This is an optimization exercise on Yosys and OpenROAD, whose aim is small area, not a production implementation.
RTL that was checked went through simulation tests only; none was proved equivalent to the original.
No functional check of the RTL was part of runs 4 and 5.
Power and IR drop assume default switching activity.

==> flow/design.v <==
module uart_spi_seq (
    input  wire        clk,
    input  wire        rst,           
    input  wire        crystal,       
    input  wire [39:0] now_ns,        
    input  wire        open_req,
    input  wire        close_req,
    input  wire        push_valid,
    input  wire [7:0]  push_data,
    output wire        push_ready,
    input  wire        fmt_valid,
    input  wire [17:0] fmt_baud,
    input  wire [3:0]  fmt_wlen,
    input  wire [1:0]  fmt_par,       
    input  wire [1:0]  fmt_stop,
    input  wire        flush_req,
    input  wire        stop_tx_req,
    input  wire        start_tx_req,
    input  wire        irq,
    output wire        x_valid,
    output reg  [15:0] x_word,
    input  wire        x_done,
    input  wire        x_err,
    input  wire [15:0] x_resp,
    output reg         rx_valid,
    output reg  [7:0]  rx_char,
    output reg         rx_perr,
    output wire [1:0]  line_state,    
    output reg  [1:0]  de_state,      
    output reg  [1:0]  outcome,       
    output reg         txe,
    output reg         rxa,
    output reg         cts
);
    localparam [3:0] S_EXITED = 4'd0, S_PARKED = 4'd1, S_TOP = 4'd2,
                     S_DRAIN  = 4'd3, S_TX     = 4'd4, S_END = 4'd5,
                     S_TXA    = 4'd6,    
                     W_CFG    = 4'd8, W_DEOFF  = 4'd9, W_RD  = 4'd10,
                     W_TXD    = 4'd11, W_STOP  = 4'd12;
    localparam [1:0] DE_OFF = 2'd0, DE_ON = 2'd1, DE_UNKNOWN = 2'd2;
    localparam [1:0] OC_NONE = 2'd0, OC_APPLIED = 2'd1, OC_SUPERSEDED = 2'd2;
    function [3:0] f_rate (input [7:0] f); f_rate = f[3:0]; endfunction
    function       f_w7   (input [7:0] f); f_w7   = f[4];   endfunction
    function       f_pe   (input [7:0] f); f_pe   = f[5];   endfunction
    function       f_st2  (input [7:0] f); f_st2  = f[6];   endfunction
    function       f_odd  (input [7:0] f); f_odd  = f[7];   endfunction
    function [4:0] rate_lookup (input [17:0] b);
        case (b)
            18'd300:    rate_lookup = {1'b1, 4'd0};
            18'd600:    rate_lookup = {1'b1, 4'd1};
            18'd1200:   rate_lookup = {1'b1, 4'd2};
            18'd2400:   rate_lookup = {1'b1, 4'd3};
            18'd4800:   rate_lookup = {1'b1, 4'd4};
            18'd9600:   rate_lookup = {1'b1, 4'd5};
            18'd19200:  rate_lookup = {1'b1, 4'd6};
            18'd38400:  rate_lookup = {1'b1, 4'd7};
            18'd57600:  rate_lookup = {1'b1, 4'd8};
            18'd115200: rate_lookup = {1'b1, 4'd9};
            18'd230400: rate_lookup = {1'b1, 4'd10};
            default:    rate_lookup = 5'd0;
        endcase
    endfunction
    function [3:0] rate_code (input xtal, input [3:0] r);
        if (r[3])
            rate_code = (xtal ? 4'd2 : 4'd1) - {2'd0, r[1:0]};
        else
            rate_code = (xtal ? 4'd0 : 4'd15) - {1'b0, r[2:0]};
    endfunction
    function [25:0] hold_rom (input [5:0] i);
        case (i)
            6'd0: hold_rom = 26'd29999997;
            6'd1: hold_rom = 26'd33333330;
            6'd2: hold_rom = 26'd36666663;
            6'd3: hold_rom = 26'd39999996;
            6'd4: hold_rom = 26'd14999994;
            6'd5: hold_rom = 26'd16666660;
            6'd6: hold_rom = 26'd18333326;
            6'd7: hold_rom = 26'd19999992;
            6'd8: hold_rom = 26'd7499997;
            6'd9: hold_rom = 26'd8333330;
            6'd10: hold_rom = 26'd9166663;
            6'd11: hold_rom = 26'd9999996;
            6'd12: hold_rom = 26'd3749994;
            6'd13: hold_rom = 26'd4166660;
            6'd14: hold_rom = 26'd4583326;
            6'd15: hold_rom = 26'd4999992;
            6'd16: hold_rom = 26'd1874997;
            6'd17: hold_rom = 26'd2083330;
            6'd18: hold_rom = 26'd2291663;
            6'd19: hold_rom = 26'd2499996;
            6'd20: hold_rom = 26'd937494;
            6'd21: hold_rom = 26'd1041660;
            6'd22: hold_rom = 26'd1145826;
            6'd23: hold_rom = 26'd1249992;
            6'd24: hold_rom = 26'd468747;
            6'd25: hold_rom = 26'd520830;
            6'd26: hold_rom = 26'd572913;
            6'd27: hold_rom = 26'd624996;
            6'd28: hold_rom = 26'd234369;
            6'd29: hold_rom = 26'd260410;
            6'd30: hold_rom = 26'd286451;
            6'd31: hold_rom = 26'd312492;
            6'd32: hold_rom = 26'd156249;
            6'd33: hold_rom = 26'd173610;
            6'd34: hold_rom = 26'd190971;
            6'd35: hold_rom = 26'd208332;
            6'd36: hold_rom = 26'd78120;
            6'd37: hold_rom = 26'd86800;
            6'd38: hold_rom = 26'd95480;
            6'd39: hold_rom = 26'd104160;
            6'd40: hold_rom = 26'd39060;
            6'd41: hold_rom = 26'd43400;
            6'd42: hold_rom = 26'd47740;
            6'd43: hold_rom = 26'd52080;
            default: hold_rom = 26'd0;
        endcase
    endfunction
    function [1:0] extra_bits (input [7:0] f);    
        extra_bits = {1'b0, !f_w7(f)} + {1'b0, f_pe(f)} + {1'b0, f_st2(f)};
    endfunction
    function less (input [39:0] a, input [39:0] b);
        integer i;
        begin
            less = 1'b0;
            for (i = 0; i < 40; i = i + 1)
                less = (!a[i] & b[i]) | (!a[i] & less) | (b[i] & less);
        end
    endfunction
    function [7:0] resolve (input xtal, input [17:0] b, input [3:0] wl,
                            input [1:0] par, input [1:0] st, input [7:0] g);
        reg [4:0] lk;
        reg [3:0] rc;
        reg       rw7, rpe, rodd, rst2;
        begin
            lk = rate_lookup(b);
            if (lk[4] && !(xtal ? (lk[3:0] == 4'd0) : (lk[3:0] == 4'd10)))
                rc = lk[3:0];
            else
                rc = f_rate(g);
            if (wl == 4'd7)      rw7 = 1'b1;
            else if (wl == 4'd8) rw7 = 1'b0;
            else                 rw7 = f_w7(g);
            if (par == 2'd3) begin rpe = f_pe(g); rodd = f_odd(g); end
            else             begin rpe = (par != 2'd0); rodd = (par == 2'd2); end
            if (st == 2'd1)      rst2 = 1'b0;
            else if (st == 2'd2) rst2 = 1'b1;
            else                 rst2 = f_st2(g);
            resolve = {rodd, rst2, rpe, rw7, rc};
        end
    endfunction
    reg [3:0]  st;
    reg [2:0]  drain_k;
    reg [7:0]  stg;             
    reg [7:0]  fmt;             
    reg [7:0]  pfmt;            
    reg [39:0] dl;              
    reg        dv;              
    reg        os_v;            
    reg        active;          
    reg        f_cfg, f_dis, f_tr, f_txs, f_stop, f_fls;
    reg        wake, fail, txstop;
    reg [119:0] qv;             
    reg [3:0]  cnt;             
    wire       exited  = (st == S_EXITED);
    wire       q_empty = (cnt == 4'd0);
    wire       accept  = !exited && !f_stop;
    wire       lt      = dv && less(now_ns, dl);
    assign push_ready = accept && (cnt != 4'd15);
    assign x_valid    = st[3];
    assign line_state = {active, !active && !exited};
    localparam [7:0] DEFAULT_FMT = {1'b0, 1'b0, 1'b0, 1'b0, 4'd5};    
    reg  [7:0] q_old;           
    always @* begin
        case (cnt)
            4'd1: q_old = qv[7:0];
            4'd2: q_old = qv[15:8];
            4'd3: q_old = qv[23:16];
            4'd4: q_old = qv[31:24];
            4'd5: q_old = qv[39:32];
            4'd6: q_old = qv[47:40];
            4'd7: q_old = qv[55:48];
            4'd8: q_old = qv[63:56];
            4'd9: q_old = qv[71:64];
            4'd10: q_old = qv[79:72];
            4'd11: q_old = qv[87:80];
            4'd12: q_old = qv[95:88];
            4'd13: q_old = qv[103:96];
            4'd14: q_old = qv[111:104];
            4'd15: q_old = qv[119:112];
            default: q_old = 8'd0;
        endcase
    end
    wire [7:0] txd  = q_old & {!f_w7(fmt), 7'h7F};
    wire       txpt = f_pe(fmt) & (f_odd(fmt) ^ (^txd));
    always @* begin
        case (st[2:0])
            3'd0:    x_word = {8'hC4, 1'b0, pfmt[6:4], rate_code(crystal, f_rate(pfmt))};
            3'd1:    x_word = 16'h8400;
            3'd3:    x_word = {7'b1000001, txpt, txd};
            3'd4:    x_word = {8'hD4, 1'b0, fmt[6:4], rate_code(crystal, f_rate(fmt))};
            default: x_word = 16'h0000;
        endcase
    end
    wire [7:0] rch = x_resp[7:0] & {!f_w7(fmt), 7'h7F};
    reg [3:0]  st_n;
    reg [2:0]  drain_k_n;
    reg [7:0]  stg_n, fmt_n, pfmt_n;
    reg [39:0] dl_n;
    reg        dv_n, os_v_n, active_n;
    reg        f_cfg_n, f_dis_n, f_tr_n, f_txs_n, f_stop_n, f_fls_n;
    reg        wake_n, fail_n, txstop_n;
    reg        q_pop, q_clr;
    reg        q_we;
    reg        rx_valid_n;
    reg [1:0]  de_n, outcome_n;
    reg        txe_n, rxa_n, cts_n;
    always @* begin
        st_n       = st;
        drain_k_n  = drain_k;
        stg_n      = stg;
        fmt_n      = fmt;
        pfmt_n     = pfmt;
        dl_n       = dl;
        dv_n       = dv;
        os_v_n     = os_v;
        active_n   = active;
        f_cfg_n    = f_cfg;
        f_dis_n    = f_dis;
        f_tr_n     = f_tr;
        f_txs_n    = f_txs;
        f_stop_n   = f_stop;
        f_fls_n    = f_fls;
        wake_n     = wake;
        fail_n     = fail;
        txstop_n   = txstop;
        q_pop      = 1'b0;
        q_clr      = 1'b0;
        q_we       = 1'b0;
        rx_valid_n = 1'b0;
        de_n       = de_state;
        outcome_n  = outcome;
        txe_n      = txe;
        rxa_n      = rxa;
        cts_n      = cts;
        if (st == S_TXA)
            dl_n = dl + {14'd0, hold_rom({f_rate(fmt), extra_bits(fmt)})};
        case (st)
            S_PARKED: begin
                if (wake) begin
                    wake_n = 1'b0;
                    fail_n = 1'b0;
                    st_n   = S_TOP;
                end
            end
            S_TOP: begin
                if (f_stop) begin
                    st_n = W_STOP;
                end else if (f_dis) begin
                    f_dis_n = 1'b0;
                    if (f_txs || !q_empty) begin
                        os_v_n    = 1'b0;
                        outcome_n = OC_SUPERSEDED;
                    end else if (de_state == DE_OFF) begin
                        outcome_n = OC_SUPERSEDED;
                    end else if (lt) begin
                        os_v_n = 1'b1;
                    end else begin
                        st_n = W_DEOFF;
                    end
                end else if (f_cfg) begin
                    f_cfg_n = 1'b0;
                    pfmt_n  = stg;
                    st_n    = W_CFG;
                end else if (active) begin
                    f_txs_n = 1'b0;
                    f_tr_n  = 1'b0;
                    if (f_fls) begin
                        q_clr   = 1'b1;
                        f_fls_n = 1'b0;
                    end
                    drain_k_n = 3'd0;
                    st_n      = S_DRAIN;
                end else begin
                    st_n = S_END;
                end
            end
            S_DRAIN: begin
                st_n = f_stop ? S_TOP : W_RD;
            end
            S_TX, S_TXA: begin
                if (f_stop)
                    st_n = S_TOP;
                else if (q_empty || txstop || !txe)
                    st_n = S_END;
                else
                    st_n = W_TXD;
            end
            S_END: begin
                if (q_empty && de_state != DE_OFF && !os_v && !f_dis && active)
                    os_v_n = 1'b1;
                if (fail)
                    st_n = S_PARKED;
                else if (f_stop || f_dis || f_cfg || f_tr || f_txs || (!q_empty && !txstop))
                    st_n = S_TOP;
                else
                    st_n = S_PARKED;
            end
            W_CFG, W_DEOFF, W_RD, W_TXD, W_STOP: begin
                if (x_done) begin
                    if (st == W_STOP) begin
                        if (!x_err) begin
                            txe_n = x_resp[14];
                            rxa_n = x_resp[15];
                        end
                        os_v_n   = 1'b0;
                        active_n = 1'b0;
                        f_cfg_n  = 1'b0;
                        f_dis_n  = 1'b0;
                        f_tr_n   = 1'b0;
                        f_txs_n  = 1'b0;
                        f_stop_n = 1'b0;
                        f_fls_n  = 1'b0;
                        wake_n   = 1'b0;
                        q_clr    = 1'b1;
                        de_n     = DE_UNKNOWN;
                        st_n     = S_EXITED;
                    end else if (x_err) begin
                        fail_n = 1'b1;
                        case (st)
                            W_CFG:   f_cfg_n = 1'b1;
                            W_DEOFF: f_dis_n = 1'b1;
                            default: f_tr_n  = 1'b1;
                        endcase
                        st_n = S_END;
                    end else begin
                        txe_n = x_resp[14];
                        rxa_n = x_resp[15];
                        if (st != W_CFG) begin
                            cts_n = x_resp[9];
                            if (x_resp[15]) begin
                                rx_valid_n = 1'b1;
                                if (st != W_RD)
                                    f_tr_n = 1'b1;
                            end
                        end
                        case (st)
                            W_CFG: begin
                                fmt_n    = pfmt;
                                if (x_resp[15])
                                    f_tr_n = 1'b1;
                                active_n = 1'b1;
                                st_n     = S_TOP;
                            end
                            W_DEOFF: begin
                                de_n      = DE_OFF;
                                outcome_n = OC_APPLIED;
                                st_n      = S_TOP;
                            end
                            W_RD: begin
                                if (!x_resp[15]) begin
                                    st_n = S_TX;
                                end else if (drain_k == 3'd7) begin
                                    f_tr_n = 1'b1;
                                    st_n   = S_TX;
                                end else begin
                                    drain_k_n = drain_k + 3'd1;
                                    st_n      = S_DRAIN;
                                end
                            end
                            default: begin   
                                q_pop  = 1'b1;
                                de_n   = DE_ON;
                                if (os_v || f_dis)
                                    outcome_n = OC_SUPERSEDED;
                                os_v_n  = 1'b0;
                                f_dis_n = 1'b0;
                                if (!lt)
                                    dl_n = now_ns;
                                dv_n    = 1'b1;
                                st_n    = S_TXA;
                            end
                        endcase
                    end
                end
            end
            default: ;   
        endcase
        if (open_req && exited) begin
            txstop_n = 1'b0;
            f_cfg_n  = 1'b1;
            st_n     = S_PARKED;
            wake_n   = 1'b1;
        end
        if (close_req && accept) begin
            f_stop_n = 1'b1;
            wake_n   = 1'b1;
        end
        if (push_valid && push_ready) begin
            q_we    = 1'b1;
            f_txs_n = 1'b1;
            wake_n  = 1'b1;
        end
        if (fmt_valid && active && !f_stop) begin
            stg_n   = resolve(crystal, fmt_baud, fmt_wlen, fmt_par, fmt_stop, stg);
            f_cfg_n = 1'b1;
            wake_n  = 1'b1;
        end
        if (flush_req && accept) begin
            f_fls_n = 1'b1;
            f_tr_n  = 1'b1;
            wake_n  = 1'b1;
        end
        if (stop_tx_req && accept)
            txstop_n = 1'b1;
        if (start_tx_req && accept) begin
            txstop_n = 1'b0;
            f_txs_n  = 1'b1;
            wake_n   = 1'b1;
        end
        if (irq && !exited && !f_stop) begin
            f_tr_n = 1'b1;
            wake_n = 1'b1;
        end
        if (os_v_n && !lt) begin
            os_v_n  = 1'b0;
            f_dis_n = 1'b1;
            wake_n  = 1'b1;
        end
    end
    wire [3:0] cnt_n = (q_clr ? 4'd0 : cnt - {3'd0, q_pop}) + {3'd0, q_we};
    always @(posedge clk) begin
        if (q_we)
            qv <= {qv[111:0], push_data};
    end
    always @(posedge clk) begin
        drain_k <= drain_k_n;
        pfmt    <= pfmt_n;
        dl      <= dl_n;
        fail    <= fail_n;
        txstop  <= txstop_n;
        wake    <= wake_n;
        f_cfg   <= f_cfg_n;
        rx_char <= rch;
        rx_perr <= f_pe(fmt) & (x_resp[8] ^ f_odd(fmt) ^ (^rch));
    end
    always @(posedge clk) begin
        if (rst) begin
            st       <= S_EXITED;
            stg      <= DEFAULT_FMT;
            fmt      <= DEFAULT_FMT;
            dv       <= 1'b0;
            os_v     <= 1'b0;
            active   <= 1'b0;
            f_dis    <= 1'b0;
            f_tr     <= 1'b0;
            f_txs    <= 1'b0;
            f_stop   <= 1'b0;
            f_fls    <= 1'b0;
            cnt      <= 4'd0;
            rx_valid <= 1'b0;
            de_state <= DE_OFF;
            outcome  <= OC_NONE;
            txe      <= 1'b0;
            rxa      <= 1'b0;
            cts      <= 1'b0;
        end else begin
            st       <= st_n;
            stg      <= stg_n;
            fmt      <= fmt_n;
            dv       <= dv_n;
            os_v     <= os_v_n;
            active   <= active_n;
            f_dis    <= f_dis_n;
            f_tr     <= f_tr_n;
            f_txs    <= f_txs_n;
            f_stop   <= f_stop_n;
            f_fls    <= f_fls_n;
            cnt      <= cnt_n;
            rx_valid <= rx_valid_n;
            de_state <= de_n;
            outcome  <= outcome_n;
            txe      <= txe_n;
            rxa      <= rxa_n;
            cts      <= cts_n;
        end
    end
endmodule
==> flow/flow/run.sh <==
#!/bin/bash
# Layout flow: the standard flow (standard.sh) with these changes:
#  - synthesis maps the logic with an area-oriented ABC script (abc_area.script
#    here, used in place of ORFS's abc_speed.script) and maps carry chains
#    ($lcu) as ripple carries (lcu_ripple.v) instead of Kogge-Stone trees;
#    everything else in synthesis (synth_recipe.tcl: registers, flattening,
#    renaming) is unchanged;
#  - each port gets its buffer from the smallest buffer cell;
#  - the clock tree uses no dummy loads.
# Each tool's output goes to a log file in this folder.
set -euo pipefail
here=$(pwd)
rm -rf scripts_local
cp -r "$FLOW_HOME/scripts" scripts_local
cp flow/abc_area.script scripts_local/abc_speed.script
cat >> config.mk <<EOC
export SYNTH_OPERATIONS_ARGS = -extra-map $here/flow/lcu_ripple.v
export BUFFER_PORTS_ARGS = -buffer_cell sky130_fd_sc_hd__buf_1
export CTS_ARGS = -sink_clustering_enable -repair_clock_nets -dont_use_dummy_load
EOC
SCRIPTS_DIR="$here/scripts_local" bash standard.sh synth > synth.log 2>&1
bash standard.sh > layout.log 2>&1
rm -rf scripts_local
==> flow/flow/abc_area.script <==
&get -n
&st
&deepsyn -T 60
&put
dch -f
map -a
topo
stime -c
buffer -c
upsize -c
dnsize -c
==> flow/flow/lcu_ripple.v <==
(* techmap_celltype = "$lcu" *)
module _80_lcu_ripple (P, G, CI, CO);
	parameter WIDTH = 2;
	(* force_downto *)
	input [WIDTH-1:0] P, G;
	input CI;
	(* force_downto *)
	output reg [WIDTH-1:0] CO;
	integer i;
	reg c;
	wire [1023:0] _TECHMAP_DO_ = "proc; opt -fast";
	always @* begin
		c = CI;
		for (i = 0; i < WIDTH; i = i + 1) begin
			c = G[i] | (P[i] & c);
			CO[i] = c;
		end
	end
endmodule
==> flow/standard.sh <==
#!/bin/bash
# synth_recipe.tcl (not shown) runs the flow's synth.tcl, then flattens the netlist and writes it again
# the make line also repeats each setting of config.mk as NAME=value (left out here)
make -C /OpenROAD-flow-scripts/flow DESIGN_CONFIG=/design/flow/config.mk WORK_HOME=/design/flow/orfs CLKGATE_MAP_FILE= SYNTH_SCRIPT=/design/flow/synth_recipe.tcl "${@:-finish}"
==> flow/config.mk <==
export PLATFORM = sky130hd
export DESIGN_NAME = uart_spi_seq
export DESIGN_NICKNAME = uart_spi_seq
export VERILOG_FILES = /design/flow/design.v
export SDC_FILE = /design/flow/constraint.sdc
export NUM_CORES = 4
export LEC_CHECK = 0
export CAP_MARGIN = 20
export CORE_MARGIN = 2
export CORE_UTILIZATION = 40
export SLEW_MARGIN = 20
export SYNTH_OPERATIONS_ARGS = -extra-map /design/flow/flow/lcu_ripple.v
export BUFFER_PORTS_ARGS = -buffer_cell sky130_fd_sc_hd__buf_1
export CTS_ARGS = -sink_clustering_enable -repair_clock_nets -dont_use_dummy_load
==> flow/constraint.sdc <==
create_clock -name core_clock -period 10.0 [get_ports {clk}]
set_input_delay 2.0000 -clock core_clock [delete_from_list [all_inputs] [get_ports {clk}]]
set_output_delay 2.0000 -clock core_clock [all_outputs]
set_load 0.01 [all_outputs]
==> results.sh, run 1 <==
export IMPL_detailedPlacementHpwl_um=24200
export IMPL_drcViolationCount=0
export IMPL_largest_net_degree_at_the_start_of_global_routing=72
export IMPL_first_global_vias=9568
export IMPL_rsz0062_at_grt="true"
export IMPL_floorplan_initialDensity_pct=40.79
export IMPL_drt_iter0_markers=1111
export IMPL_largest_family_of_logic_cells_by_synthesized_area="compound AO/OA/AOI/OAI gates"
export IMPL_overflow=0
export IMPL_net_switching_power_uw=1046
export IMPL_timing_reg2reg_setup_slack_ns=-1.17
export IMPL_min_delay_path_class="reg2reg"
export IMPL_ys_seq_elements=224
export IMPL_post_synth_instance_area_sq_um=11740
export IMPL_final_antenna_net_count=0
export IMPL_post_synth_and_or_nand_nor_area_fraction_pct=13.16
export IMPL_post_route_cells_drive_above_1_share_pct=14.16
export IMPL_synth_area_per_cell_sq_um=9.671
export IMPL_synth_compound_gate_area_share_pct=20.24
export IMPL_timing_critical_path_buf_inv=5
export IMPL_synth_top_cell_area_share_pct=33.76
export IMPL_path_delay_family="adder cells"
export IMPL_vias_per_cell=5.459
export IMPL_ys_warn_count=1
export IMPL_async_reset_ff_share_pct=0
export IMPL_clock_insertion_delay_worst_skew_ns=0.54
export IMPL_track_usage_pct=21.05
export IMPL_io_pins=140
export IMPL_finalClockSkew_ns=0.06618
export IMPL_number_of_flops_mapped_to_enable_cells_by_yosys=132
export IMPL_drt_wirelength_per_cell_um=18.02
export IMPL_detailroute_via_count=9924
export IMPL_place_congestion=0.9419
export IMPL_maxUsedRoutingLayer="met4"
export IMPL_synth_ff_type="edfxtp_1"
export IMPL_maxCapViolCount=0
export IMPL_run_status="complete, but fails checks"
export IMPL_firstDrtPassIters=5
export IMPL_crit_arrival_ns=11.53
export IMPL_pwr_share_clk_pct=25.1
export IMPL_count_of_endpoints_failing_hold_in_the_final_timing_report=0
export IMPL_netlist_top_cells_area="edfxtp_1 34%, dfxtp_1 16%, nor2_1 5.8%"
export IMPL_area_leader_netlist="edfxtp_1"
export IMPL_placement_setup_worst_slack_ns=-1.195
export IMPL_timing_max_slew_rel_slack_pct=30.46
export IMPL_buffer_ports_inserted=133
export IMPL_power_share_switching_pct=33.40
export IMPL_sequential_share_of_power_pct=47.8
export IMPL_antenna_diode_count=0
export IMPL_finalWirelength_um=32750
export IMPL_syn2layout_area_growth_pct=20.98
export IMPL_layout_cells_most_common_list="180 x nor2_1, 160 x inv_1, 133 x buf_1"
export IMPL_postLayoutSetupSlackWorst_ns=-1.168
export IMPL_worst_ir_drop_vdd_mv=0.1384
export IMPL_cts_tree="yes"
export IMPL_core_region_area_sq_um=28780
export IMPL_cts_root_to_sink_buffers=3
export IMPL_clkSlewWorstSetupHoldPaths_ns=0.06
export IMPL_core_rowCount=62
export IMPL_h_tree_depth=1
export IMPL_final_period_minus_worst_setup_slack_ns=11.17
export IMPL_final_common_cell="nor2_1"
export IMPL_post_route_period_util_pct=111.7
export IMPL_static_leakage_power_uw=0.005562
export IMPL_cellInternalPower_uw=2085
export IMPL_slew_violations=0
export IMPL_critPathMostFrequentCell="fa_2"
export IMPL_global_route_wire_length_before_repair_um=51460
export IMPL_timing_final_setup_violations=10
export IMPL_hold_ws_ns=0.4313
export IMPL_die_area_sq_um=30740
export IMPL_failed_layout_checks="setup timing"
export IMPL_worstPathRequired_ns=10.36
export IMPL_pwr_share_comb_pct=27.1
export IMPL_cts_root_buffer="clkbuf_16"
export IMPL_timing_setup_critical_path_class="reg2reg"
export IMPL_numCtsBuffers=26
export IMPL_setup_worst_path_start_class="flop"
export IMPL_detailroute_wirelength_met2_um=14690
export IMPL_routedLengthMet1_um=15080
export IMPL_crit_slowest_cell="fa_2"
export IMPL_synth_area_mux_share_pct=0
export IMPL_worst_slew_pin_transition_ns=1.039
export IMPL_initial_antenna_violation_count=0
export IMPL_critical_path_endpoint_type="flop"
export IMPL_fmaxAchievable_mhz=89.54
export IMPL_floorplan_die_width_um=175.3
export IMPL_distinct_cells_synth=59
export IMPL_yosys_area_share_xor_xnor_pct=1.268
export IMPL_clock_sinks=224
export IMPL_path_max_fanout=3
export IMPL_worst_path_largest_cell_delay_ns=0.60
export IMPL_cell_pwr_density_nw_per_um2=220.4
export IMPL_dr_wl_met3_um=2298
export IMPL_synthesis_instances=1214
export IMPL_post_route_cell_area_sq_um=14200
export IMPL_placed_area_sq_um=13510
export IMPL_ys_seq_area_share_pct=49.45
export IMPL_yosys_area_share_adder_pct=9.187
export IMPL_height_of_the_die_um=175.3
export IMPL_nets=1606
## flip-flops by register name (all words and copies together), names as in the netlist, 4 cells and up
signal / count
dl: 40
st: 4
stg: 8
fmt: 8
cnt: 4
rx_char: 8
qv: 120
pfmt: 8
## power by group through the flow
| stage | clock [uW] | sequential [uW] | combinational [uW] |
|---|---|---|---|
| floorplan | 0 | 1480 | 599 |
| global placement | 0 | 1500 | 835 |
| detailed placement | 0 | 1510 | 848 |
| CTS | 805 | 1500 | 854 |
| global route | 844 | 1530 | 968 |
| finish | 786 | 1500 | 849 |
## timing repair
| action | 4_1_cts | 5_1_grt |
|---|---|---|
| setup endpoints to repair | 11 | 15 |
| hold buffers | 0 | 0 |
| pin swaps | 0 | 1 |
| setup buffers | 1 | 0 |
| cloned | 0 | 0 |
| gates resized for setup | 4 | 0 |
## layout make-up
cell class	instances	area, sq um
Clock buffer	26	650.6
Fill cell	2692	14580
Inverter	169	641.9
Multi-Input combinational cell	793	5434
Sequential cell	224	5809
Tap cell	384	480.5
Timing Repair Buffer	222	1187
## path summary, 6_finish.rpt
check             startpoint      to  cells after the start
setup / recovery      fmt[4]  dl[39]                     52
hold / removal        qv[81]  qv[89]                      0
setup reg to reg      fmt[4]  dl[39]                     52
hold reg to reg       qv[81]  qv[89]                      0
## routing by layer
metal	GRT usage, %	vias up
met5	0	-
li1	-	4779
met1	30.16	4691
met4	5.694	0
met3	3.312	56
met2	33.25	398
## Yosys cell counts, types with 7 or more instances
library cell	n
dfxtp_1	92
nor2_1	181
a211oi_1	8
nand4_1	16
nor4_1	7
edfxtp_1	132
a32o_1	8
nand3_1	19
nand2_1	121
o22ai_1	30
a221oi_1	14
a31oi_1	7
fa_1	32
inv_1	166
nor3_1	17
xor2_1	11
ha_1	35
a221oi_2	20
a21oi_1	62
a22oi_1	67
o21ai_0	63
clkbuf_1	19
## worst reg2reg max path, delay by kind of cell, from the launching register on
kind / cells / cell delay (ns)
compound gates: 3 / 0.25
xor+xnor: 1 / 0.14
fa+ha+maj: 40 / 9.83
buf+inv: 5 / 0.33
flops: 1 / 0.33
simple gates: 3 / 0.16
## cell families (layout without fill, tap and decap cells)
group / Yosys count / count (layout)
other cells: 1 / 2
xor+xnor: 17 / 17
compound gates: 334 / 334
simple gates: 373 / 373
buf+inv: 198 / 417
flops: 224 / 224
fa+ha+maj: 67 / 67
## stage by stage
step | std cells | total power, uW | util [%] | TNS, ns
6_report | 1818 | 3131 | 49.35 | -7.007
5_1_grt | 1818 | 3339 | 49.35 | -11.31
4_1_cts | 1817 | 3154 | 49.26 | -7.422
3_5_place_dp | 1790 | 2357 | 46.94 | -6.913
3_3_place_gp | 1790 | 2339 | 46.94 | -6.544
2_1_floorplan | 1215 | 2075 | - | -4.772
==> inputs of run 2 (changes only) <==
--- a/flow/flow/run.sh
+++ b/flow/flow/run.sh
@@ -2,6 +2,5 @@
 # Layout flow: the standard flow (standard.sh) with these changes:
 #  - synthesis maps the logic with an area-oriented ABC script (abc_area.script
-#    here, used in place of ORFS's abc_speed.script) and maps carry chains
-#    ($lcu) as ripple carries (lcu_ripple.v) instead of Kogge-Stone trees;
+#    here, used in place of ORFS's abc_speed.script);
 #    everything else in synthesis (synth_recipe.tcl: registers, flattening,
 #    renaming) is unchanged;
@@ -15,5 +14,4 @@
 cp flow/abc_area.script scripts_local/abc_speed.script
 cat >> config.mk <<EOC
-export SYNTH_OPERATIONS_ARGS = -extra-map $here/flow/lcu_ripple.v
 export BUFFER_PORTS_ARGS = -buffer_cell sky130_fd_sc_hd__buf_1
 export CTS_ARGS = -sink_clustering_enable -repair_clock_nets -dont_use_dummy_load
--- a/flow/config.mk
+++ b/flow/config.mk
@@ -10,5 +10,4 @@
 export CORE_UTILIZATION = 40
 export SLEW_MARGIN = 20
-export SYNTH_OPERATIONS_ARGS = -extra-map /design/flow/flow/lcu_ripple.v
 export BUFFER_PORTS_ARGS = -buffer_cell sky130_fd_sc_hd__buf_1
 export CTS_ARGS = -sink_clustering_enable -repair_clock_nets -dont_use_dummy_load
removed: flow/flow/lcu_ripple.v
==> results.sh, run 2 <==
export IMPL_largest_register="qv"
export IMPL_timing_setup_critical_path_class="reg2reg"
export IMPL_ys_seq_area_share_pct=48.15
export IMPL_first_global_vias=9808
export IMPL_worstSetupEndpoint="dl[38]"
export IMPL_post_route_cells_drive_above_1_share_pct=4.917
export IMPL_buffer_ports_inserted=133
export IMPL_vias_per_cell=5.550
export IMPL_syn2layout_area_growth_pct=13.21
export IMPL_finalWirelength_um=33570
export IMPL_worst_ir_drop_vdd_mv=0.1055
export IMPL_pwr_share_comb_pct=30.3
export IMPL_firstDrtPassIters=6
export IMPL_nets=1665
export IMPL_final_core_utilization_pct=46.06
export IMPL_worst_path_largest_cell_delay_ns=0.73
export IMPL_global_route_wire_length_before_repair_um=52170
export IMPL_crit_path_start="fmt[5]"
export IMPL_post_route_cell_area_sq_um=13650
export IMPL_place_congestion=0.9150
export IMPL_cellInternalPower_uw=2088
export IMPL_crit_slowest_cell="fa_1"
export IMPL_async_reset_ff_share_pct=0
export IMPL_timing_final_setup_violations=0
export IMPL_maxUsedRoutingLayer="met4"
export IMPL_synth_area_per_cell_sq_um=8.853
export IMPL_cts_root_buffer="clkbuf_16"
export IMPL_height_of_the_die_um=177.6
export IMPL_ys_warn_count=1
export IMPL_path_max_fanout=12
export IMPL_clkSlewWorstSetupHoldPaths_ns=0.05
export IMPL_ff2ff_path_depth=61
export IMPL_drt_wirelength_per_cell_um=17.72
export IMPL_clock_insertion_delay_worst_skew_ns=0.55
export IMPL_final_antenna_net_count=0
export IMPL_netlist_top_cells_area="edfxtp_1 33%, dfxtp_1 15%, nor2_1 6.2%"
export IMPL_clock_sinks=224
export IMPL_finalClockSkew_ns=0.06050
export IMPL_tns_ns=0
export IMPL_track_usage_pct=20.83
export IMPL_run_status="timing/DRC/antenna clean"
export IMPL_hold_path_startpoint="stg[1]"
export IMPL_drcViolationCount=0
export IMPL_worstPathRequired_ns=10.36
export IMPL_rr_startpoint="fmt[5]"
export IMPL_min_delay_path_class="reg2reg"
export IMPL_overflow=0
export IMPL_placed_area_sq_um=13000
export IMPL_synth_ff_type="edfxtp_1"
export IMPL_cts_hold_buffers_added=0
export IMPL_layout_cells_most_common_list="199 x nor2_1, 195 x inv_1, 138 x nand2_1"
export IMPL_cts_repair_resized=0
export IMPL_rsz0062_at_grt="false"
export IMPL_crit_arrival_ns=8.71
export IMPL_count_of_endpoints_failing_hold_in_the_final_timing_report=0
export IMPL_detailroute_wirelength_met2_um=15280
export IMPL_sequential_share_of_power_pct=45.2
export IMPL_io_pins=140
export IMPL_numCtsBuffers=26
export IMPL_timing_reg2reg_setup_slack_ns=1.65
export IMPL_detailroute_via_count=10520
export IMPL_antenna_diode_count=0
export IMPL_core_region_area_sq_um=29640
export IMPL_critPathMostFrequentCell="nor2_1"
export IMPL_pwr_share_clk_pct=24.6
export IMPL_rr_endpoint="dl[38]"
export IMPL_die_area_sq_um=31550
export IMPL_h_tree_depth=1
export IMPL_final_period_minus_worst_setup_slack_ns=8.347
export IMPL_post_route_period_util_pct=83.47
export IMPL_drt_iter0_markers=983
export IMPL_floorplan_initialDensity_pct=40.68
export IMPL_setup_worst_path_start_class="flop"
export IMPL_final_common_cell="nor2_1"
export IMPL_cell_pwr_density_nw_per_um2=236.7
export IMPL_synth_commonest_cells="199 x nor2_1, 195 x inv_1, 138 x nand2_1, 132 x edfxtp_1, 92 x dfxtp_1"
export IMPL_post_synth_instance_area_sq_um=12060
export IMPL_fmaxAchievable_mhz=119.8
export IMPL_synth_top_cell_area_share_pct=32.87
export IMPL_net_switching_power_uw=1143
export IMPL_largest_register_ffs=120
export IMPL_worst_slew_pin_transition_ns=1.084
export IMPL_core_rowCount=63
export IMPL_cts_tree="yes"
export IMPL_static_leakage_power_uw=0.005357
export IMPL_maxCapViolCount=0
export IMPL_largest_net_degree_at_the_start_of_global_routing=71
export IMPL_initial_antenna_violation_count=0
export IMPL_detailedPlacementHpwl_um=24530
export IMPL_timing_max_slew_rel_slack_pct=27.50
export IMPL_ys_seq_elements=224
export IMPL_post_cts_repair_setup_buffers=0
export IMPL_most_repeated_cell_in_the_gate_level_netlist_after_synthesis="nor2_1"
export IMPL_number_of_flops_mapped_to_enable_cells_by_yosys=132
export IMPL_dr_wl_met3_um=2262
export IMPL_routedLengthMet1_um=15300
export IMPL_critical_path_endpoint_type="flop"
export IMPL_slew_violations=0
export IMPL_power_share_switching_pct=35.38
export IMPL_distinct_cells_synth=61
export IMPL_synthesis_instances=1362
export IMPL_area_leader_netlist="edfxtp_1"
export IMPL_floorplan_die_width_um=177.6
export IMPL_cts_root_to_sink_buffers=3
export IMPL_largestRegisters="qv (120), dl (40)"
==> run 2: power groups by stage <==
| stage | sequential [uW] | clock (uW) | combinational, uW |
|---|---|---|---|
| floorplan | 1430 | 0 | 734 |
| global placement | 1460 | 0 | 958 |
| detailed placement | 1470 | 0 | 972 |
| CTS | 1450 | 817 | 978 |
| global route | 1490 | 848 | 1100 |
| finish | 1460 | 794 | 978 |
==> run 2: metrics by stage <==
step	total power [uW]	hold WS, ns	std cells	worst slack, ns
4_1_cts	3250	0.4267	1895	1.664
6_report	3232	0.4283	1895	1.653
2_1_floorplan	2165	0.4030	1363	2.961
3_3_place_gp	2423	0.4187	1869	1.673
3_5_place_dp	2443	0.4166	1869	1.703
5_1_grt	3439	0.4397	1895	0.3650
==> run 2: layout make-up <==
cell class                      count  area (sq um)
Tap cell                          390         488.0
Multi-Input combinational cell    912          5393
Fill cell                        2917         15990
Sequential cell                   224          5806
Timing Repair Buffer              140         551.8
Inverter                          203         762.0
Clock buffer                       26         650.6
==> run 2: worst min-delay path by stage <==
stage | end | cells past startpoint | slack (ns)
6_report | pfmt[1] | 0 | 0.43
5_1_grt | pfmt[0] | 0 | 0.44
4_1_cts | qv[58] | 0 | 0.43
3_5_place_dp | pfmt[1] | 0 | 0.42
3_3_place_gp | pfmt[3] | 0 | 0.42
2_1_floorplan | pfmt[6] | 0 | 0.40
==> run 2: worst max-delay path, delay by kind of cell, from the launching register on <==
family	cells	cell delay, ns
AOI/OAI and AO/OA	14	2.45
and+or+nand+nor	30	2.28
adders and majority gates	3	1.60
buffers and inverters	13	1.31
DFF	1	0.39
xor gates and xnor gates	1	0.13
==> run 2: logic make-up after synthesis <==
group           Yosys count  share of synthesized area, %
compound gates          390                         21.52
xor+xnor                 21                         1.525
fa+ha+maj                55                         6.081
buf+inv                 227                         7.201
flops                   224                         48.15
other cells               1                       0.03110
simple gates            444                         15.49
==> run 2: per-layer routing <==
layer | vias up | global-route usage (%)
met4 | 0 | 5.567
met3 | 59 | 2.913
met5 | - | 0
met1 | 4940 | 29.19
li1 | 5132 | -
met2 | 387 | 33.75
==> inputs of run 3 (changes only) <==
--- a/flow/flow/run.sh
+++ b/flow/flow/run.sh
@@ -15,5 +15,5 @@
 cat >> config.mk <<EOC
 export BUFFER_PORTS_ARGS = -buffer_cell sky130_fd_sc_hd__buf_1
-export CTS_ARGS = -sink_clustering_enable -repair_clock_nets -dont_use_dummy_load
+export CTS_ARGS = -sink_clustering_enable -repair_clock_nets -dont_use_dummy_load -buf_list sky130_fd_sc_hd__clkbuf_8 -root_buf sky130_fd_sc_hd__clkbuf_8 -sink_clustering_size 30
 EOC
 SCRIPTS_DIR="$here/scripts_local" bash standard.sh synth > synth.log 2>&1
--- a/flow/config.mk
+++ b/flow/config.mk
@@ -11,3 +11,3 @@
 export SLEW_MARGIN = 20
 export BUFFER_PORTS_ARGS = -buffer_cell sky130_fd_sc_hd__buf_1
-export CTS_ARGS = -sink_clustering_enable -repair_clock_nets -dont_use_dummy_load
+export CTS_ARGS = -sink_clustering_enable -repair_clock_nets -dont_use_dummy_load -buf_list sky130_fd_sc_hd__clkbuf_8 -root_buf sky130_fd_sc_hd__clkbuf_8 -sink_clustering_size 30
==> results.sh, run 3 <==
export IMPL_timing_final_setup_violations=0
export IMPL_rr_startpoint="fmt[5]"
export IMPL_maxCapViolCount=0
export IMPL_final_antenna_net_count=0
export IMPL_post_route_cell_area_sq_um=13550
export IMPL_cts_tree="yes"
export IMPL_final_common_cell="nor2_1"
export IMPL_cts_repair_resized=0
export IMPL_vias_per_cell=5.533
export IMPL_post_route_period_util_pct=83.79
export IMPL_finalClockSkew_ns=0.09274
export IMPL_path_max_fanout=12
export IMPL_largestRegisters="qv (120), dl (40)"
export IMPL_cts_root_to_sink_buffers=3
export IMPL_layout_cells_most_common_list="199 x nor2_1, 195 x inv_1, 138 x nand2_1"
export IMPL_cell_pwr_density_nw_per_um2=230.8
export IMPL_rsz0062_at_grt="false"
export IMPL_worstHoldEndpoint="pfmt[0]"
export IMPL_grt_busiest_layer="met2"
export IMPL_async_reset_ff_share_pct=0
export IMPL_number_of_flops_mapped_to_enable_cells_by_yosys=132
export IMPL_track_usage_pct=21.02
export IMPL_ff2ff_path_depth=61
export IMPL_clock_insertion_delay_worst_skew_ns=0.56
export IMPL_ys_seq_elements=224
export IMPL_overflow=0
export IMPL_netlist_top_cells_area="edfxtp_1 33%, dfxtp_1 15%, nor2_1 6.2%"
export IMPL_distinct_cells_synth=61
export IMPL_numCtsBuffers=40
export IMPL_timing_reg2reg_setup_slack_ns=1.62
export IMPL_totalPowerFinal_uw=3127
export IMPL_post_route_cells_drive_above_1_share_pct=5.793
export IMPL_timing_critical_path_buf_inv=13
export IMPL_critPathMostFrequentCell="nor2_1"
export IMPL_area_leader_netlist="edfxtp_1"
export IMPL_postLayoutSetupSlackWorst_ns=1.621
export IMPL_largest_register="qv"
export IMPL_core_region_area_sq_um=29640
export IMPL_h_tree_depth=2
export IMPL_min_path_cells=0
export IMPL_synthesis_instances=1362
export IMPL_most_repeated_cell_in_the_gate_level_netlist_after_synthesis="nor2_1"
export IMPL_count_of_endpoints_failing_hold_in_the_final_timing_report=0
export IMPL_firstDrtPassIters=5
export IMPL_clock_sinks=224
export IMPL_worst_path_largest_cell_delay_ns=0.74
export IMPL_synth_area_per_cell_sq_um=8.853
export IMPL_crit_slowest_cell="fa_1"
export IMPL_buffer_ports_inserted=133
export IMPL_finalWirelength_um=33620
export IMPL_first_global_vias=9849
export IMPL_placement_setup_worst_slack_ns=1.703
export IMPL_worstPathRequired_ns=10.36
export IMPL_globalRouteMet1Util_pct=29.38
export IMPL_synth_commonest_cells="199 x nor2_1, 195 x inv_1, 138 x nand2_1, 132 x edfxtp_1, 92 x dfxtp_1"
export IMPL_critical_path_endpoint_type="flop"
export IMPL_grt_util_met2_pct=33.27
export IMPL_cts_hold_buffers_added=0
export IMPL_setup_worst_path_start_class="flop"
export IMPL_run_status="timing/DRC/antenna clean"
export IMPL_static_leakage_power_uw=0.005325
export IMPL_placed_area_sq_um=13000
export IMPL_largest_net_degree_at_the_start_of_global_routing=71
export IMPL_detailroute_via_count=10560
export IMPL_min_delay_path_class="reg2reg"
export IMPL_post_cts_repair_setup_buffers=0
export IMPL_nets=1679
export IMPL_ys_warn_count=1
export IMPL_syn2layout_area_growth_pct=12.38
export IMPL_tns_ns=0
export IMPL_synth_top_cell_area_share_pct=32.87
export IMPL_cts_root_buffer="clkbuf_8"
export IMPL_core_rowCount=63
export IMPL_die_area_sq_um=31550
export IMPL_height_of_the_die_um=177.6
export IMPL_detailedPlacementHpwl_um=24530
export IMPL_slew_violations=0
export IMPL_rr_endpoint="dl[38]"
export IMPL_timing_max_slew_rel_slack_pct=27.38
export IMPL_final_period_minus_worst_setup_slack_ns=8.379
export IMPL_timing_setup_critical_path_class="reg2reg"
export IMPL_place_congestion=0.9150
export IMPL_hold_path_startpoint="stg[0]"
export IMPL_drt_iter0_markers=957
export IMPL_io_pins=140
export IMPL_floorplan_die_width_um=177.6
export IMPL_antenna_diode_count=0
export IMPL_worst_ir_drop_vdd_mv=0.1113
export IMPL_drt_wirelength_per_cell_um=17.61
export IMPL_largest_register_ffs=120
export IMPL_floorplan_initialDensity_pct=40.68
export IMPL_grt_util_met3_pct=3.599
export IMPL_clkSlewWorstSetupHoldPaths_ns=0.06
export IMPL_post_synth_instance_area_sq_um=12060
export IMPL_drcViolationCount=0
export IMPL_synth_ff_type="edfxtp_1"
export IMPL_worst_slew_pin_transition_ns=1.085
export IMPL_global_route_wire_length_before_repair_um=52250
export IMPL_crit_arrival_ns=8.74
export IMPL_path_delay_family="compound AO/OA/AOI/OAI gates"
export IMPL_fmaxAchievable_mhz=119.3
export IMPL_initial_antenna_violation_count=0
export IMPL_ys_seq_area_share_pct=48.15
-- run 3: cell types whose count changed in the layout (fill, tap and decap cells not counted), sizes merged --
| cell | previous run | this run |
|---|---|---|
| clkbuf | 26 | 40 |
-- run 3: worst max-delay path by stage --
stage | from | end | slack, ns | depth (start not counted)
after floorplan | fmt[5] | dl[38] | 2.96 | 68
after global placement | fmt[5] | dl[38] | 1.67 | 61
after detailed placement | now_ns[1] | dl[7] | 1.70 | 42
after CTS | fmt[5] | dl[39] | 1.66 | 51
after global routing | fmt[5] | dl[38] | 0.41 | 68
final | fmt[5] | dl[38] | 1.62 | 61
-- run 3: cell type report --
type	instances	area, sq um
Fill cell	2919	16090
Inverter	203	762.0
Multi-Input combinational cell	912	5393
Clock buffer	40	550.5
Tap cell	390	488.0
Sequential cell	224	5806
Timing Repair Buffer	140	551.8
-- run 3: through the flow --
step	cells	utilization, %	hold slack, ns
after floorplan	1363	-	0.4030
after global placement	1869	43.86	0.4187
after detailed placement	1869	43.86	0.4166
after CTS	1909	45.72	0.4129
after global routing	1909	45.72	0.4181
final	1909	45.72	0.4107
-- run 3: kinds of logic after synthesis --
kind of cell,share of synthesized area (%)
buffers and inverters,7.201
other,0.03110
adder cells (fa/ha/maj),6.081
AND/OR/NAND/NOR,15.49
flip-flops,48.15
AO/OA/AOI/OAI,21.52
XOR/XNOR,1.525
-- run 3: report_power, final --
part	internal [uW]	total, uW	switching, uW
logic	336	977	641
clock network	352	691	339
registers	1300	1460	159
-- run 3: metal layers --
layer / vias up / share of wire, %
met5: - / 0
met4: 0 / 2.4
met3: 62 / 6.8
met2: 401 / 45
met1: 4945 / 46
li1: 5155 / -
-- run 3: worst reg2reg max path: cells and delay by family, from the launching register on --
kind	cells	cell delay (ns)
AOI/OAI and AO/OA	14	2.43
xor gates and xnor gates	1	0.13
adders and majority gates	3	1.61
buffers and inverters	13	1.34
DFF	1	0.41
and+or+nand+nor	30	2.28
==> inputs of run 4 (changes only) <==
--- a/flow/design.v
+++ b/flow/design.v
@@ -36,4 +36,5 @@
                      S_DRAIN  = 4'd3, S_TX     = 4'd4, S_END = 4'd5,
                      S_TXA    = 4'd6,    
+                     S_ENDF   = 4'd7,    
                      W_CFG    = 4'd8, W_DEOFF  = 4'd9, W_RD  = 4'd10,
                      W_TXD    = 4'd11, W_STOP  = 4'd12;
@@ -159,5 +160,5 @@
     reg        active;          
     reg        f_cfg, f_dis, f_tr, f_txs, f_stop, f_fls;
-    reg        wake, fail, txstop;
+    reg        wake, txstop;
     reg [119:0] qv;             
     reg [3:0]  cnt;             
@@ -209,5 +210,5 @@
     reg        dv_n, os_v_n, active_n;
     reg        f_cfg_n, f_dis_n, f_tr_n, f_txs_n, f_stop_n, f_fls_n;
-    reg        wake_n, fail_n, txstop_n;
+    reg        wake_n, txstop_n;
     reg        q_pop, q_clr;
     reg        q_we;
@@ -232,5 +233,4 @@
         f_fls_n    = f_fls;
         wake_n     = wake;
-        fail_n     = fail;
         txstop_n   = txstop;
         q_pop      = 1'b0;
@@ -249,5 +249,4 @@
                 if (wake) begin
                     wake_n = 1'b0;
-                    fail_n = 1'b0;
                     st_n   = S_TOP;
                 end
@@ -296,8 +295,8 @@
                     st_n = W_TXD;
             end
-            S_END: begin
+            S_END, S_ENDF: begin
                 if (q_empty && de_state != DE_OFF && !os_v && !f_dis && active)
                     os_v_n = 1'b1;
-                if (fail)
+                if (st == S_ENDF)
                     st_n = S_PARKED;
                 else if (f_stop || f_dis || f_cfg || f_tr || f_txs || (!q_empty && !txstop))
@@ -326,5 +325,4 @@
                         st_n     = S_EXITED;
                     end else if (x_err) begin
-                        fail_n = 1'b1;
                         case (st)
                             W_CFG:   f_cfg_n = 1'b1;
@@ -332,5 +330,5 @@
                             default: f_tr_n  = 1'b1;
                         endcase
-                        st_n = S_END;
+                        st_n = S_ENDF;
                     end else begin
                         txe_n = x_resp[14];
@@ -437,5 +435,4 @@
         pfmt    <= pfmt_n;
         dl      <= dl_n;
-        fail    <= fail_n;
         txstop  <= txstop_n;
         wake    <= wake_n;
--- a/flow/flow/run.sh
+++ b/flow/flow/run.sh
@@ -15,5 +15,5 @@
 cat >> config.mk <<EOC
 export BUFFER_PORTS_ARGS = -buffer_cell sky130_fd_sc_hd__buf_1
-export CTS_ARGS = -sink_clustering_enable -repair_clock_nets -dont_use_dummy_load -buf_list sky130_fd_sc_hd__clkbuf_8 -root_buf sky130_fd_sc_hd__clkbuf_8 -sink_clustering_size 30
+export CTS_ARGS = -sink_clustering_enable -repair_clock_nets -dont_use_dummy_load -buf_list sky130_fd_sc_hd__clkbuf_16 -root_buf sky130_fd_sc_hd__clkbuf_16 -sink_clustering_size 30 -sink_clustering_max_diameter 120
 EOC
 SCRIPTS_DIR="$here/scripts_local" bash standard.sh synth > synth.log 2>&1
--- a/flow/config.mk
+++ b/flow/config.mk
@@ -11,3 +11,3 @@
 export SLEW_MARGIN = 20
 export BUFFER_PORTS_ARGS = -buffer_cell sky130_fd_sc_hd__buf_1
-export CTS_ARGS = -sink_clustering_enable -repair_clock_nets -dont_use_dummy_load -buf_list sky130_fd_sc_hd__clkbuf_8 -root_buf sky130_fd_sc_hd__clkbuf_8 -sink_clustering_size 30
+export CTS_ARGS = -sink_clustering_enable -repair_clock_nets -dont_use_dummy_load -buf_list sky130_fd_sc_hd__clkbuf_16 -root_buf sky130_fd_sc_hd__clkbuf_16 -sink_clustering_size 30 -sink_clustering_max_diameter 120
==> results.sh, run 4 <==
export IMPL_timing_reg2reg_setup_slack_ns=1.53
export IMPL_number_of_flops_mapped_to_enable_cells_by_yosys=131
export IMPL_final_core_utilization_pct=44.83
export IMPL_critical_path_endpoint_type="flop"
export IMPL_area_leader_netlist="edfxtp_1"
export IMPL_largest_net_degree_at_the_start_of_global_routing=68
export IMPL_critPathMostFrequentCell="a21oi_1"
export IMPL_crit_slowest_cell="fa_1"
export IMPL_overflow=0
export IMPL_fmaxAchievable_mhz=118.1
export IMPL_post_place_cells=1869
export IMPL_min_delay_path_class="reg2reg"
export IMPL_largestRegisters="qv (120), dl (40)"
export IMPL_height_of_the_die_um=177.4
export IMPL_floorplan_initialDensity_pct=40.57
export IMPL_most_repeated_cell_in_the_gate_level_netlist_after_synthesis="inv_1"
export IMPL_layout_cells_most_common_list="191 x inv_1, 171 x nor2_1, 146 x nand2_1"
export IMPL_instances_no_fill=1881
export IMPL_detailedPlacementHpwl_um=25050
export IMPL_setup_worst_path_start_class="flop"
export IMPL_worst_path_largest_cell_delay_ns=0.77
export IMPL_cts_repair_resized=0
export IMPL_sequential_share_of_power_pct=49.9
export IMPL_ys_seq_elements=223
export IMPL_maxCapViolCount=0
export IMPL_ys_warn_count=1
export IMPL_clkSlewWorstSetupHoldPaths_ns=0.11
export IMPL_core_region_area_sq_um=29640
export IMPL_syn2layout_area_growth_pct=10.50
export IMPL_pwr_share_comb_pct=33.6
export IMPL_first_global_vias=9764
export IMPL_final_period_minus_worst_setup_slack_ns=8.469
export IMPL_finalClockSkew_ns=0.05074
export IMPL_fill_cells=3030
export IMPL_largest_register_ffs=120
export IMPL_final_common_cell="inv_1"
export IMPL_tns_ns=0
export IMPL_finalWirelength_um=33550
export IMPL_numCtsBuffers=12
export IMPL_drt_wirelength_per_cell_um=17.83
export IMPL_multi_input_gate_area_in_the_final_layout_sq_um=5380
export IMPL_cellInternalPower_uw=1897
export IMPL_rr_startpoint="fmt[5]"
export IMPL_rsz0062_at_grt="false"
export IMPL_post_route_period_util_pct=84.69
export IMPL_hold_path_startpoint="stg[3]"
export IMPL_synth_area_per_cell_sq_um=8.841
export IMPL_sequential_standard_cell_area_sq_um=5776
export IMPL_die_area_sq_um=31460
export IMPL_slew_violations=0
export IMPL_io_pins=140
export IMPL_async_reset_ff_share_pct=0
export IMPL_netlist_top_cells_area="edfxtp_1 33%, dfxtp_1 15%, inv_1 6.0%"
export IMPL_synth_commonest_cells="192 x inv_1, 172 x nor2_1, 146 x nand2_1, 131 x edfxtp_1, 92 x dfxtp_1"
export IMPL_vias_per_cell=5.506
export IMPL_h_tree_depth=1
export IMPL_worst_slew_pin_transition_ns=0.9460
export IMPL_ys_seq_area_share_pct=48.03
export IMPL_buffer_ports_inserted=133
export IMPL_net_switching_power_uw=1152
export IMPL_timing_max_slew_rel_slack_pct=36.70
export IMPL_floorplan_die_width_um=177.4
export IMPL_place_congestion=0.9083
export IMPL_cell_pwr_density_nw_per_um2=229.5
export IMPL_clock_insertion_delay_worst_skew_ns=0.49
export IMPL_antenna_diode_count=0
export IMPL_timing_final_setup_violations=0
export IMPL_static_leakage_power_uw=0.005125
export IMPL_pwr_share_clk_pct=16.5
export IMPL_crit_arrival_ns=8.79
export IMPL_clock_sinks=223
export IMPL_ff2ff_path_depth=45
export IMPL_cts_hold_buffers_added=0
export IMPL_drt_iter0_markers=1000
export IMPL_nets=1651
export IMPL_worstHoldEndpoint="pfmt[3]"
export IMPL_totalPowerFinal_uw=3049
export IMPL_run_status="timing/DRC/antenna clean"
export IMPL_count_of_endpoints_failing_hold_in_the_final_timing_report=0
export IMPL_synth_top_cell_area_share_pct=32.72
export IMPL_largest_register="qv"
export IMPL_cts_root_buffer="clkbuf_16"
export IMPL_post_cts_repair_setup_buffers=0
export IMPL_min_path_cells=0
export IMPL_distinct_cells_synth=52
export IMPL_rr_endpoint="dl[38]"
export IMPL_global_route_wire_length_before_repair_um=52460
export IMPL_timing_setup_critical_path_class="reg2reg"
export IMPL_cts_root_to_sink_buffers=3
export IMPL_drcViolationCount=0
export IMPL_synthesis_instances=1360
export IMPL_path_max_fanout=12
export IMPL_detailroute_via_count=10360
export IMPL_initial_antenna_violation_count=0
export IMPL_worstPathRequired_ns=10.32
export IMPL_post_route_cells_drive_above_1_share_pct=4.359
export IMPL_post_synth_instance_area_sq_um=12020
export IMPL_final_antenna_net_count=0
export IMPL_synth_ff_type="edfxtp_1"
export IMPL_core_rowCount=63
export IMPL_track_usage_pct=21.11
export IMPL_firstDrtPassIters=6
export IMPL_worst_ir_drop_vdd_mv=0.2604
export IMPL_power_share_switching_pct=37.79
export IMPL_cts_tree="yes"
[run 4: changes by cell type in the layout (fill, tap and decap cells not counted), moves of 8 or more]
| cell | before | now |
|---|---|---|
| clkbuf_8 | 40 | 0 |
| o21bai_2 | 10 | 1 |
| a221oi_1 | 20 | 10 |
| a22oi_1 | 56 | 65 |
| nand2_1 | 138 | 146 |
| nor3_1 | 27 | 38 |
| o21ai_1 | 7 | 23 |
| nor2_2 | 4 | 12 |
| clkbuf_16 | 0 | 12 |
| o21ai_0 | 87 | 63 |
| nor2_1 | 199 | 171 |
| nand3_1 | 40 | 31 |
[run 4: stage by stage]
stage	worst slack, ns	hold slack, ns	area, sq um
finish	1.531	0.4115	13290
global route	0.5319	0.4297	13290
CTS	1.529	0.4180	13290
detailed placement	1.601	0.4242	12990
global placement	1.753	0.4134	12990
floorplan	3.068	0.4019	12030
[run 4: kinds of logic (layout without fill, tap and decap cells)]
kind of cell / after synthesis / count (layout) / share of synthesized area [%]
xor+xnor: 25 / 25 / 1.821
fa+ha+maj: 55 / 55 / 6.098
simple gates: 434 / 434 / 15.28
compound gates: 392 / 392 / 21.47
other cells: 1 / 2 / 0.03119
flops: 223 / 223 / 48.03
buf+inv: 230 / 360 / 7.274
[run 4: how the worst max path moves through the flow]
stage | start | endpoint | slack, ns | cells past startpoint
floorplan | fmt[5] | dl[39] | 3.07 | 68
global placement | fmt[5] | dl[38] | 1.75 | 45
detailed placement | fmt[5] | dl[38] | 1.60 | 45
CTS | fmt[5] | dl[38] | 1.53 | 45
global route | fmt[5] | dl[38] | 0.53 | 45
finish | fmt[5] | dl[38] | 1.53 | 45
[run 4: routing by layer]
metal	up-vias	track usage, %	wire, um	share of wire, %
li1	5096	-	-	-
met5	-	0	0	0
met2	388	33.27	15050	45
met3	42	3.470	2407	7.2
met1	4830	30.49	15410	46
met4	0	4.645	675	2.0
[run 4: area by class of cell]
class | count | area share [%]
well taps | 390 | 3.673
repair buffers | 142 | 4.266
clock buffers | 12 | 2.260
multi-input cells | 908 | 40.49
flip-flops and latches | 223 | 43.47
inverters | 206 | 5.839
[run 4: power groups by stage]
| stage | clock network, uW | registers [uW] | logic [uW] |
|---|---|---|---|
| 6_report | 504 | 1520 | 1030 |
| 3_3_place_gp | 0 | 1530 | 1000 |
| 4_1_cts | 522 | 1520 | 1030 |
| 2_1_floorplan | 0 | 1480 | 759 |
| 5_1_grt | 548 | 1550 | 1170 |
| 3_5_place_dp | 0 | 1530 | 1020 |
[run 4: worst max-delay path, delay by kind of cell (launching register included)]
kind | cells | cell delay, ns
adder cells (fa/ha/maj) | 3 | 1.60
AO/OA/AOI/OAI | 25 | 3.56
flip-flops | 1 | 0.37
XOR/XNOR | 1 | 0.14
AND/OR/NAND/NOR | 12 | 1.77
buffers and inverters | 4 | 0.89
==> inputs of run 5 (changes only) <==
--- a/flow/flow/run.sh
+++ b/flow/flow/run.sh
@@ -15,5 +15,5 @@
 cat >> config.mk <<EOC
 export BUFFER_PORTS_ARGS = -buffer_cell sky130_fd_sc_hd__buf_1
-export CTS_ARGS = -sink_clustering_enable -repair_clock_nets -dont_use_dummy_load -buf_list sky130_fd_sc_hd__clkbuf_16 -root_buf sky130_fd_sc_hd__clkbuf_16 -sink_clustering_size 30 -sink_clustering_max_diameter 120
+export CTS_ARGS = -sink_clustering_enable -repair_clock_nets -dont_use_dummy_load -buf_list sky130_fd_sc_hd__clkbuf_8 -root_buf sky130_fd_sc_hd__clkbuf_8 -sink_clustering_size 18 -sink_clustering_max_diameter 100
 EOC
 SCRIPTS_DIR="$here/scripts_local" bash standard.sh synth > synth.log 2>&1
--- a/flow/config.mk
+++ b/flow/config.mk
@@ -11,3 +11,3 @@
 export SLEW_MARGIN = 20
 export BUFFER_PORTS_ARGS = -buffer_cell sky130_fd_sc_hd__buf_1
-export CTS_ARGS = -sink_clustering_enable -repair_clock_nets -dont_use_dummy_load -buf_list sky130_fd_sc_hd__clkbuf_16 -root_buf sky130_fd_sc_hd__clkbuf_16 -sink_clustering_size 30 -sink_clustering_max_diameter 120
+export CTS_ARGS = -sink_clustering_enable -repair_clock_nets -dont_use_dummy_load -buf_list sky130_fd_sc_hd__clkbuf_8 -root_buf sky130_fd_sc_hd__clkbuf_8 -sink_clustering_size 18 -sink_clustering_max_diameter 100
==> results.sh, run 5 <==
export IMPL_synth_commonest_cells="192 x inv_1, 172 x nor2_1, 146 x nand2_1, 131 x edfxtp_1, 92 x dfxtp_1"
export IMPL_path_max_fanout=12
export IMPL_timing_reg2reg_setup_slack_ns=1.53
export IMPL_cts_root_buffer="clkbuf_8"
export IMPL_area_leader_netlist="edfxtp_1"
export IMPL_io_pins=140
export IMPL_largest_register="qv"
export IMPL_largest_net_degree_at_the_start_of_global_routing=68
export IMPL_final_common_cell="inv_1"
export IMPL_net_switching_power_uw=1146
export IMPL_antenna_diode_count=0
export IMPL_rr_startpoint="fmt[5]"
export IMPL_timing_critical_path_buf_inv=4
export IMPL_height_of_the_die_um=177.4
export IMPL_crit_slowest_cell="fa_1"
export IMPL_setup_worst_path_start_class="flop"
export IMPL_cts_root_to_sink_buffers=3
export IMPL_yosys_area_share_adder_pct=6.098
export IMPL_run_status="timing/DRC/antenna clean"
export IMPL_cellInternalPower_uw=1825
export IMPL_drt_iter0_markers=961
export IMPL_core_rowCount=63
export IMPL_drcViolationCount=0
export IMPL_drt_wirelength_per_cell_um=17.78
export IMPL_synth_compound_gate_area_share_pct=21.47
export IMPL_final_antenna_net_count=0
export IMPL_cts_tree="yes"
export IMPL_timing_setup_critical_path_class="reg2reg"
export IMPL_tns_ns=0
export IMPL_numCtsBuffers=16
export IMPL_netlist_top_cells_area="edfxtp_1 33%, dfxtp_1 15%, inv_1 6.0%"
export IMPL_post_synth_and_or_nand_nor_area_fraction_pct=15.28
export IMPL_clock_sinks=223
export IMPL_largestRegisters="qv (120), dl (40)"
export IMPL_worstPathRequired_ns=10.38
export IMPL_synth_ff_type="edfxtp_1"
export IMPL_cell_pwr_density_nw_per_um2=224.9
export IMPL_min_delay_path_class="reg2reg"
export IMPL_ff2ff_path_depth=45
export IMPL_grt_util_met2_pct=33.45
export IMPL_final_period_minus_worst_setup_slack_ns=8.470
export IMPL_vias_per_cell=5.501
export IMPL_fmaxAchievable_mhz=118.1
export IMPL_largest_family_of_logic_cells_by_synthesized_area="compound AO/OA/AOI/OAI gates"
export IMPL_core_region_area_sq_um=29640
export IMPL_slew_violations=0
export IMPL_cts_repair_resized=0
export IMPL_floorplan_die_width_um=177.4
export IMPL_path_delay_family="compound AO/OA/AOI/OAI gates"
export IMPL_cts_hold_buffers_added=0
export IMPL_buffer_ports_inserted=133
export IMPL_async_reset_ff_share_pct=0
export IMPL_ys_seq_area_share_pct=48.03
export IMPL_worst_slew_pin_transition_ns=0.9507
export IMPL_synth_top_cell_area_share_pct=32.72
export IMPL_grt_util_met3_pct=3.513
export IMPL_post_cts_repair_setup_buffers=0
export IMPL_initial_antenna_violation_count=0
export IMPL_syn2layout_area_growth_pct=9.833
export IMPL_finalClockSkew_ns=0.08545
export IMPL_pwr_share_comb_pct=34.4
export IMPL_globalRouteMet1Util_pct=30.48
export IMPL_clock_insertion_delay_worst_skew_ns=0.55
export IMPL_critPathMostFrequentCell="a21oi_1"
export IMPL_largest_register_ffs=120
export IMPL_pwr_share_clk_pct=14.4
export IMPL_min_path_cells=0
export IMPL_hold_path_startpoint="qv[66]"
export IMPL_die_area_sq_um=31460
export IMPL_ys_seq_elements=223
export IMPL_global_route_wire_length_before_repair_um=52530
export IMPL_fill_cells=3034
export IMPL_crit_arrival_ns=8.85
export IMPL_layout_cells_most_common_list="191 x inv_1, 171 x nor2_1, 146 x nand2_1"
export IMPL_first_global_vias=9804
export IMPL_firstDrtPassIters=5
export IMPL_ys_warn_count=1
export IMPL_floorplan_initialDensity_pct=40.57
export IMPL_detailroute_via_count=10370
export IMPL_grt_busiest_layer="met2"
export IMPL_track_usage_pct=21.13
export IMPL_place_congestion=0.9083
export IMPL_yosys_area_share_xor_xnor_pct=1.821
export IMPL_sequential_share_of_power_pct=51.1
export IMPL_number_of_flops_mapped_to_enable_cells_by_yosys=131
export IMPL_finalWirelength_um=33520
export IMPL_synthesis_instances=1360
export IMPL_distinct_cells_synth=52
export IMPL_static_leakage_power_uw=0.005092
export IMPL_final_core_utilization_pct=44.56
export IMPL_post_synth_instance_area_sq_um=12020
export IMPL_nets=1655
export IMPL_detailedPlacementHpwl_um=25050
export IMPL_count_of_endpoints_failing_hold_in_the_final_timing_report=0
export IMPL_synth_area_mux_share_pct=0
export IMPL_post_route_period_util_pct=84.70
export IMPL_worst_ir_drop_vdd_mv=0.2003
export IMPL_timing_max_slew_rel_slack_pct=36.38
export IMPL_synth_area_per_cell_sq_um=8.841
export IMPL_h_tree_depth=1
export IMPL_rr_endpoint="dl[38]"
export IMPL_overflow=0
export IMPL_power_share_switching_pct=38.57
export IMPL_clkSlewWorstSetupHoldPaths_ns=0.12
export IMPL_timing_final_setup_violations=0
export IMPL_most_repeated_cell_in_the_gate_level_netlist_after_synthesis="inv_1"
export IMPL_post_route_cells_drive_above_1_share_pct=4.615
export IMPL_critical_path_endpoint_type="flop"
export IMPL_worstHoldEndpoint="qv[74]"
export IMPL_worst_path_largest_cell_delay_ns=0.77
export IMPL_rsz0062_at_grt="false"
export IMPL_maxCapViolCount=0
==> run 5: per-layer routing <==
layer | vias to the layer above | part of all wire (%)
met1 | 4829 | 46
met3 | 48 | 7.4
met2 | 389 | 45
li1 | 5104 | -
met4 | 0 | 1.9
met5 | - | 0
==> run 5: final cells by class <==
class	instances	area [sq um]	area share, %
Multi-Input combinational cell	908	5380	40.74
Clock buffer	16	220.2	1.667
Timing Repair Buffer	142	566.8	4.292
Inverter	206	775.7	5.874
Tap cell	390	488.0	3.695
Sequential cell	223	5776	43.73
==> run 5: through the flow <==
step | cells | hold WS [ns] | power, uW | area (sq um) | setup slack (ns)
detailed placement | 1869 | 0.4242 | 2556 | 12990 | 1.601
finish | 1885 | 0.4203 | 2970 | 13210 | 1.530
floorplan | 1361 | 0.4019 | 2238 | 12030 | 3.068
CTS | 1885 | 0.4276 | 2994 | 13210 | 1.532
global route | 1885 | 0.4580 | 3196 | 13210 | 0.5479
global placement | 1869 | 0.4134 | 2530 | 12990 | 1.753
==> run 5: worst register-to-register path: cells and delay by family, from the launching register on <==
kind | cells | cell delay (ns)
AO/OA/AOI/OAI | 25 | 3.57
XOR/XNOR | 1 | 0.14
adder cells (fa/ha/maj) | 3 | 1.60
buffers and inverters | 4 | 0.88
flip-flops | 1 | 0.37
AND/OR/NAND/NOR | 12 | 1.75
==> run 5: how the worst max path moves through the flow <==
| stage | from | endpoint | slack, ns | cells past startpoint |
|---|---|---|---|---|
| 2_1_floorplan | fmt[5] | dl[39] | 3.07 | 68 |
| 3_3_place_gp | fmt[5] | dl[38] | 1.75 | 45 |
| 3_5_place_dp | fmt[5] | dl[38] | 1.60 | 45 |
| 4_1_cts | fmt[5] | dl[38] | 1.53 | 45 |
| 5_1_grt | fmt[5] | dl[38] | 0.55 | 45 |
| 6_report | fmt[5] | dl[38] | 1.53 | 45 |
==> run 5: power groups by stage <==
stage,Clock [uW],Combinational (uW),Sequential (uW)
2_1_floorplan,0,759,1480
3_3_place_gp,0,1000,1530
3_5_place_dp,0,1020,1530
4_1_cts,452,1030,1520
5_1_grt,477,1170,1550
6_report,429,1020,1520
==> run 5: kinds of logic (layout without fill, tap and decap cells) <==
logic type               after synthesis  in the layout
buffers and inverters                230            364
other                                  1              2
flip-flops                           223            223
XOR/XNOR                              25             25
AO/OA/AOI/OAI                        392            392
AND/OR/NAND/NOR                      434            434
adder cells (fa/ha/maj)               55             55

what the ideal ports hide:
Ports are ideal in the flow. The routed layouts listed here were re-timed in OpenROAD. Step 1: set_driving_cell puts a clkbuf_16 on clk and a buf_2 on each other input, an assumption about the parent block. Step 2 moves the port delays by t, midway between the first and last clock arrival at a register: inputs arrive t later, outputs are due t later. That takes back most of the time a late clock gives input paths. Slacks: ideal ports / drivers / drivers and shift; pairs: ideal ports / drivers.
run	t, ns	setup slack, ns	latest minus earliest clock arrival (ns)	worst register clock-pin slew, ns
run 1	0.558	-1.168 / -1.168 / -1.168	0.068 / 0.068	0.06 / 0.06
run 2	0.565	1.653 / 1.653 / 1.625	0.061 / 0.061	0.07 / 0.07
run 3	0.561	1.621 / 1.621 / 1.621	0.103 / 0.103	0.07 / 0.07
run 4	0.514	1.531 / 1.531 / 1.531	0.052 / 0.051	0.11 / 0.11
run 5	0.553	1.530 / 1.530 / 1.530	0.093 / 0.093	0.12 / 0.12
The setup slack of run 2, which loses most, moves by 0.000 ns with the drivers and by -0.028 ns with both steps.
